Background: an optimization exercise with open tools, aiming at small area, a short achievable clock period and few clock cycles. Do not read the settings as production practice. Only simulation tests tie the RTL to the original design; equivalence was not proved. No activity file was given, so power comes from the tool's default toggle rates.

v37:
==> flow/design.v (excerpt) <==
module mcp23x17_seq (
    input  wire        clk,
    input  wire        rst,             
    input  wire [7:0]   cfg_mode,       
    input  wire [11:0]  cfg_opcode,     
    input  wire [3:0]   cfg_bank,       
    input  wire [287:0] cfg_porta,      
    input  wire [255:0] cfg_portb,      
    input  wire [3:0]   cmd_valid,
    input  wire [63:0]  cmd_word,
    output wire [3:0]   cmd_ready,
    output wire [31:0]  ctx_status,     
    output wire [31:0]  rsp_data,       
    output wire [15:0]  fault_status,
    output wire [7:0]   fault_ctx,
    output wire [7:0]   fault_dev,
    output wire         escalate,
    output reg  [3:0]   cs,
    input  wire         spi_busy,
    output wire         spi_req,
    output wire [23:0]  spi_tx,
    input  wire         spi_ack,
    input  wire [23:0]  spi_rx,
    input  wire [1:0]   spi_st,
    output wire         i2c_req,
    output wire         i2c_rnw,
    output wire [1:0]   i2c_len,
    output wire [7:0]   i2c_sla,
    output wire [23:0]  i2c_wdata,
    input  wire         i2c_ack,
    input  wire [1:0]   i2c_st,
    input  wire [7:0]   i2c_rdata
);
  ...
clock: 10.0 ns
lec_check: 0
cap_margin: 20
core_area: 5 5 195 195
cts_buf_list: sky130_fd_sc_hd__clkbuf_8
die_area: 0 0 200 200
slew_margin: 20
standard.sh (not shown) runs the stock make flow with config.mk's settings and CLKGATE_MAP_FILE= SYNTH_SCRIPT=/design/flow/synth_recipe.tcl, a recipe that flattens the netlist after the stock synthesis.
==> flow/flow/run.sh <==
#!/bin/bash
set -euo pipefail
DU="sky130_fd_sc_hd__probe_p_8 sky130_fd_sc_hd__probec_p_8 sky130_fd_sc_hd__lpflow_bleeder_1 sky130_fd_sc_hd__lpflow_clkbufkapwr_1 sky130_fd_sc_hd__lpflow_clkbufkapwr_16 sky130_fd_sc_hd__lpflow_clkbufkapwr_2 sky130_fd_sc_hd__lpflow_clkbufkapwr_4 sky130_fd_sc_hd__lpflow_clkbufkapwr_8 sky130_fd_sc_hd__lpflow_clkinvkapwr_1 sky130_fd_sc_hd__lpflow_clkinvkapwr_16 sky130_fd_sc_hd__lpflow_clkinvkapwr_2 sky130_fd_sc_hd__lpflow_clkinvkapwr_4 sky130_fd_sc_hd__lpflow_clkinvkapwr_8 sky130_fd_sc_hd__lpflow_decapkapwr_12 sky130_fd_sc_hd__lpflow_decapkapwr_3 sky130_fd_sc_hd__lpflow_decapkapwr_4 sky130_fd_sc_hd__lpflow_decapkapwr_6 sky130_fd_sc_hd__lpflow_decapkapwr_8 sky130_fd_sc_hd__lpflow_inputiso0n_1 sky130_fd_sc_hd__lpflow_inputiso0p_1 sky130_fd_sc_hd__lpflow_inputiso1n_1 sky130_fd_sc_hd__lpflow_inputiso1p_1 sky130_fd_sc_hd__lpflow_inputisolatch_1 sky130_fd_sc_hd__lpflow_isobufsrc_1 sky130_fd_sc_hd__lpflow_isobufsrc_16 sky130_fd_sc_hd__lpflow_isobufsrc_2 sky130_fd_sc_hd__lpflow_isobufsrc_4 sky130_fd_sc_hd__lpflow_isobufsrc_8 sky130_fd_sc_hd__lpflow_isobufsrckapwr_16 sky130_fd_sc_hd__lpflow_lsbuf_lh_hl_isowell_tap_1 sky130_fd_sc_hd__lpflow_lsbuf_lh_hl_isowell_tap_2 sky130_fd_sc_hd__lpflow_lsbuf_lh_hl_isowell_tap_4 sky130_fd_sc_hd__lpflow_lsbuf_lh_isowell_4 sky130_fd_sc_hd__lpflow_lsbuf_lh_isowell_tap_1 sky130_fd_sc_hd__lpflow_lsbuf_lh_isowell_tap_2 sky130_fd_sc_hd__lpflow_lsbuf_lh_isowell_tap_4  sky130_fd_sc_hd__or4_0 sky130_fd_sc_hd__or4_1 sky130_fd_sc_hd__or4_2 sky130_fd_sc_hd__or4_4 sky130_fd_sc_hd__or4b_0 sky130_fd_sc_hd__or4b_1 sky130_fd_sc_hd__or4b_2 sky130_fd_sc_hd__or4b_4 sky130_fd_sc_hd__or4bb_0 sky130_fd_sc_hd__or4bb_1 sky130_fd_sc_hd__or4bb_2 sky130_fd_sc_hd__or4bb_4 sky130_fd_sc_hd__nor4_0 sky130_fd_sc_hd__nor4_1 sky130_fd_sc_hd__nor4_2 sky130_fd_sc_hd__nor4_4 sky130_fd_sc_hd__nor4b_0 sky130_fd_sc_hd__nor4b_1 sky130_fd_sc_hd__nor4b_2 sky130_fd_sc_hd__nor4b_4 sky130_fd_sc_hd__nor4bb_0 sky130_fd_sc_hd__nor4bb_1 sky130_fd_sc_hd__nor4bb_2 sky130_fd_sc_hd__nor4bb_4 sky130_fd_sc_hd__a2111oi_0 sky130_fd_sc_hd__a2111oi_1 sky130_fd_sc_hd__a2111oi_2 sky130_fd_sc_hd__a2111oi_4 sky130_fd_sc_hd__a2111o_0 sky130_fd_sc_hd__a2111o_1 sky130_fd_sc_hd__a2111o_2 sky130_fd_sc_hd__a2111o_4 sky130_fd_sc_hd__o2111ai_0 sky130_fd_sc_hd__o2111ai_1 sky130_fd_sc_hd__o2111ai_2 sky130_fd_sc_hd__o2111ai_4 sky130_fd_sc_hd__o2111a_0 sky130_fd_sc_hd__o2111a_1 sky130_fd_sc_hd__o2111a_2 sky130_fd_sc_hd__o2111a_4 sky130_fd_sc_hd__or3_0 sky130_fd_sc_hd__or3_1 sky130_fd_sc_hd__or3_2 sky130_fd_sc_hd__or3_4 sky130_fd_sc_hd__or3b_0 sky130_fd_sc_hd__or3b_1 sky130_fd_sc_hd__or3b_2 sky130_fd_sc_hd__or3b_4 sky130_fd_sc_hd__nor3b_0 sky130_fd_sc_hd__nor3b_1 sky130_fd_sc_hd__nor3b_2 sky130_fd_sc_hd__nor3b_4"
bash standard.sh "BUFFER_PORTS_ARGS=-buffer_cell sky130_fd_sc_hd__buf_1" \
  "PLACE_PINS_ARGS=-min_distance 1 -min_distance_in_tracks" \
  "DONT_USE_CELLS=$DU" \
  SETUP_SLACK_MARGIN=6.8 TNS_END_PERCENT=10 finish > standard.log 2>&1
v37 | status: complete | timing, DRC, antenna: pass
Testbench counts of v37, summed over its fixed seeds: cycles 8,296.
Input changes introduced in v59 (baseline for comparison: v37):
-- flow/flow/run.sh --
<<< v37, line 6
  "DONT_USE_CELLS=$DU" \
  SETUP_SLACK_MARGIN=6.8 TNS_END_PERCENT=10 finish > standard.log 2>&1
>>> v59, line 6
  "DONT_USE_CELLS=$DU" \
  SETUP_SLACK_MARGIN=6.5 TNS_END_PERCENT=10 finish > standard.log 2>&1
==> run summary <==
v59 vs v37, initial antenna violation count went up by 3. A source of the critical timing path of i2c_st[0] is what v59 shows, while i2c_st[1] belongs to v37. Net count reported at finish (lower): v59. Going from v37 to v59, met2 global-route usage shows an increase of 2.5 points; maximum frequency shows a reduction of 7.2%. v37 -> v59: fraction of area in multi-input gates flat. | core utilization | v59 vs v37 | 1.3 points lower |. v59 was carried through to the last stage, and its layout satisfied the timing, design-rule and antenna checks. Against v37, v59 comes in about 3.3% higher on total met2 wirelength after detailed routing. Clock power, v59 and v37, lower one = v59.
Inputs modified between v59 and v18:
-- flow/flow/run.sh --
<<< v59, line 6
  "DONT_USE_CELLS=$DU" \
  SETUP_SLACK_MARGIN=6.5 TNS_END_PERCENT=10 finish > standard.log 2>&1
>>> v18, line 6
  "DONT_USE_CELLS=$DU" \
  SETUP_SLACK_MARGIN=7.1 TNS_END_PERCENT=10 finish > standard.log 2>&1
### Flow results
[compare] base=v59 new=v18: global-route usage -1.6 points, routed wire length -about 2.2%, final-report max-slew violation count ~0 delta, post-CTS resize count +86. v18 vs v59, relative contribution of the clock network to total power went down by 0.3 points. Going from v59 to v18, effective utilization at floorplan essentially unchanged; sequential share of layout area decreased 1.3 points; net load switching power increased 3.8%; total met2 wirelength after detailed routing decreased about 1.3%. v18 ended up with a lower met3 routing resource usage after global routing than v59 did.

afterwards: timing with drivers on the ports:
No port has a modelled driver above. Below, the same layouts with a new extraction and two added sets of constraints.
Step 1 sets driving cells, clkbuf_16 on the clock port and buf_2 on the other inputs (assumed; they add their load-dependent delay and slew).
Step 2 adds t to the input delays and takes it off the output delays; t is the mean of the earliest and latest rising clock arrival at the registers after step 1. Input paths then give back, and output paths get back, about the clock's delay inside the block.
Slacks: no drivers / after step 1 / after step 2; pairs: no drivers / after step 1.
run	shift t [ns]	slack for setup (ns)	worst slew at a driven data input, ns
v37	0.530	6.593 / 6.562 / 6.060	0.14
v59	0.499	6.327 / 6.331 / 5.832	0.15
v18	0.521	6.615 / 6.577 / 6.083	0.15
After both steps every run listed still meets setup and hold. For v37, which loses most, drivers alone change the setup slack by -0.031 ns; drivers and shift together by -0.533 ns.
